From an optimization exercise on the open Yosys and OpenROAD flow, aimed at small area and few clock cycles; shortcuts taken in it are not production practice.
RTL that was checked went through simulation tests only; none was proved equivalent to the original.

the baseline:
==> flow/design.v (excerpt) <==
module fat12_walker (
    input  wire        clk,
    input  wire        rst,            
    input  wire        cmd_valid,
    output wire        cmd_ready,
    input  wire [1:0]  cmd_op,         
    input  wire [15:0] cmd_arg,        
    input  wire        med_present,
    input  wire [20:0] med_size,
    output reg         med_re,
    output reg  [20:0] med_addr,
    input  wire [7:0]  med_rdata,      
    output reg         out_valid,
    input  wire        out_ready,
    output reg  [20:0] out_cluster,
    output reg  [20:0] out_offset,
    output reg         done,
    output reg         done_ok,
    output reg  [31:0] done_count,
    output reg  [31:0] done_total
);
Size in the first run: roughly 3,000 cells after synthesis, roughly 270 flip-flops, ~27,000 µm² of cells after synthesis.
export LEC_CHECK = 0
export CAP_MARGIN = 20
export CORE_MARGIN = 2
export CORE_UTILIZATION = 40
export SLEW_MARGIN = 20
create_clock -name core_clock -period 20.0 [get_ports {clk}]
run.sh (not shown) runs the stock make flow with config.mk's settings and CLKGATE_MAP_FILE= SYNTH_SCRIPT=/design/flow/synth_recipe.tcl, a recipe that flattens the netlist after the stock synthesis.
Here is what was changed in the inputs of the candidate compared with the baseline.
--- a/flow/design.v
+++ b/flow/design.v
@@ -83,20 +83,22 @@
             for (q = 0; q < 34; q = q + 1) begin
                 add34[q] = x[q] ^ y[q] ^ c;
                 c = (x[q] & y[q]) | (c & (x[q] ^ y[q]));
             end
             add34[34] = c;
         end
     endfunction
     function lt34(input [33:0] x, input [33:0] y);
-        reg [34:0] d;
+        integer q;
+        reg r;
         begin
-            d = add34(x, ~y, 1'b1);
-            lt34 = !d[34];
+            r = 1'b0;
+            for (q = 0; q < 34; q = q + 1) r = (x[q] ^ y[q]) ? y[q] : r;
+            lt34 = r;
         end
     endfunction
     function one16(input [15:0] x);
         integer q;
         reg any, two;
         begin
             any = 1'b0; two = 1'b0;
             for (q = 0; q < 16; q = q + 1) begin
@@ -151,18 +153,18 @@
     wire [21:0] a1   = a1w[21:0];
     wire [34:0] cm2w     = add34({13'd0, clu}, {13'd0, 21'h1FFFFE}, st == S_SCAN);
     wire [20:0] cm2      = cm2w[20:0];
     wire        clu_lt   = (tc[31:21] != 11'd0) || lt34({13'd0, cm2}, {13'd0, tc[20:0]});
     wire        clu_le   = clu_lt;
     wire        clu_ok   = (clu[20:1] != 20'd0) && clu_lt;
     wire        cnt_le   = !lt34({2'b00, tc}, {1'b0, count});      
     wire        steps_ok = sok;
-    wire [20:0] off      = offr ? out_offset : sum[20:0];
-    wire        off_big  = offr ? obig : big21;
+    wire [20:0] off      = out_offset;
+    wire        off_big  = obig;
     wire [34:0] offew    = add34({13'd0, off}, {13'd0, bpc}, 1'b0);
     wire [21:0] off_end  = offew[21:0];
     wire        off_bad  = off_big || bpc_big || lt34({13'd0, med_size}, {12'd0, off_end});
     wire [11:0] ech  = clu[0] ? {med_rdata, lo[7:4]} : {med_rdata[3:0], lo};
     wire        ech_end = (ech >= 12'hFF8) || (ech == 12'd0);
     wire [34:0] cnw    = add34({13'd0, clu}, 34'd0, 1'b1);
     wire [20:0] cn     = cnw[20:0];
     wire        cn_ok  = clu_le;
@@ -193,17 +195,17 @@
                 4'd5:  cm = MO_RDS;
                 4'd7:  cm = MO_FS;
                 4'd8:  cm = MO_RSV;
                 4'd10: cm = MO_FE;
                 4'd11: cm = MO_NF;
                 default: cm = mop;
             endcase
             S_F:   cm = MO_DS;
-            S_CH1: cm = MO_OFF;
+            S_CHS: cm = MO_OFF;
             default: cm = mop;
         endcase
         case (cm)
             MO_NF:  cfast = nfat_p2;
             MO_OFF: cfast = bpc_p2;
             MO_RSV, MO_RDS: cfast = 1'b1;
             default: cfast = bps_p2;
         endcase
@@ -282,24 +284,22 @@
         done        = fin && drained;
         done_ok     = fin_ok;
         done_count  = count[31:0];
         done_total  = tc;
         out_cluster = clu;
         med_re      = 1'b1;
     end
     always @(*) begin
-        ac = clu[15:0];
-        if (st == S_CH0) ac = {4'd0, ech};
-        else if (st == S_SS) ac = 16'd2;
+        ac = (st == S_SS) ? 16'd2 : clu[15:0];
         case (st)
             S_IDLE: med_addr = 21'h0B;
             S_G, S_RI: med_addr = {15'd0, ia};
             S_RL: med_addr = mi[0] ? 21'h11 : 21'h12;
-            S_CHS, S_CH0, S_SS: med_addr = aent[20:0];
+            S_CHS, S_SS: med_addr = aent[20:0];
             S_CH1: med_addr = a1[20:0];
             S_SCAN: med_addr = (s_stall || n_hit) ? a[20:0] : a1[20:0];
             default: med_addr = a[20:0];
         endcase
     end
     always @(posedge clk) begin
         if (rst) begin
             st        <= S_IDLE;
@@ -455,46 +455,46 @@
                     end else if (spc_p2) begin
                         tc <= {1'b0, tc[31:1]};
                         mi <= mi + 6'd1;
                     end else begin
                         a[15:0] <= 16'd0;
                         dop <= 2'd2; mi <= 6'd0; st <= S_DIV;
                     end
                 end
-                S_CHS: begin
+                S_CHS: if (!o_busy) begin
                     a <= aent;
                     if (!bpc_p2 && !offr && clu_ok && steps_ok && !bpc_big) begin
-                        if (!o_busy) begin mop <= MO_OFF; mi <= 6'd0; st <= S_MAC; end
-                    end else
+                        mop <= MO_OFF; mi <= 6'd0; st <= S_MAC;
+                    end else begin
+                        if (!offr) begin out_offset <= sum[20:0]; obig <= big21; end
                         st <= S_CH1;
+                    end
                 end
                 S_CH1: begin
                     lo <= med_rdata;
                     if (!clu_ok || !steps_ok) begin okr <= 1'b1; st <= S_FIN; end
                     else if (off_bad) begin okr <= 1'b0; st <= S_FIN; end
                     else begin
                         if (o_busy) st <= S_CHS;
                         else begin
                             out_valid <= 1'b1;
-                            if (!offr) out_offset <= sum[20:0];
                             count <= cnt1[32:0];
                             sok   <= cnt_le;
                             a  <= a1;
                             st <= S_CH0;
                         end
                     end
                 end
                 S_CH0: if (!fin) begin
                     if (o_busy) st <= S_CHH;
                     else begin
                         clu  <= {9'd0, ech};
                         offr <= 1'b0;
-                        a    <= aent;
-                        st   <= bpc_p2 ? S_CH1 : S_CHS;
+                        st   <= S_CHS;
                     end
                 end
                 S_CHH: st <= S_CH0;
                 S_SS: begin
                     a   <= aent;
                     clu <= 21'd1;
                     ph  <= 2'd0;
                     out_offset <= 21'd0;
==> comparison <==
- Between the baseline and the candidate, area growth from synthesis to layout increased.
- Between the candidate and the baseline, it is the candidate whose number of filler instances in the final layout is lower, by about 6%.
- When the candidate is measured against the baseline, its transition time at the pin with the least slew margin turns out 0.18 ns higher.
- Compared the candidate vs the baseline, and utilization is up in the candidate.
- Worst setup slack ended up 0.24 ns higher on the candidate than on the baseline.
Testbench counts of the candidate, summed over its fixed seeds: cycles 73,816.
Function not checked in the baseline: the RTL went through the layout flow alone.

==> afterwards: timing with drivers on the ports <==
How much do the figures lean on ideal ports? The routed layouts below were timed once more, with nothing changed but the port constraints.
Step 1 sets driving cells, clkbuf_16 on the clock port and buf_2 on the other inputs (assumed; they add their load-dependent delay and slew).
Step 2 times the ports against the registers' clock, not the clock port: input delays grow and output delays shrink by t, the midpoint of the rising clock arrivals with the driver on.
a / b / c = no drivers / after step 1 / after step 2; a / b = the first two.
run	t (ns)	setup slack, ns	worst register clock-pin slew, ns	worst slew at a driven data input, ns
the baseline	0.663	0.751 / 0.751 / 0.751	0.06 / 0.06	0.05
the candidate	0.631	0.991 / 0.991 / 0.991	0.06 / 0.06	0.05
After both steps setup and hold are still met in every run listed.
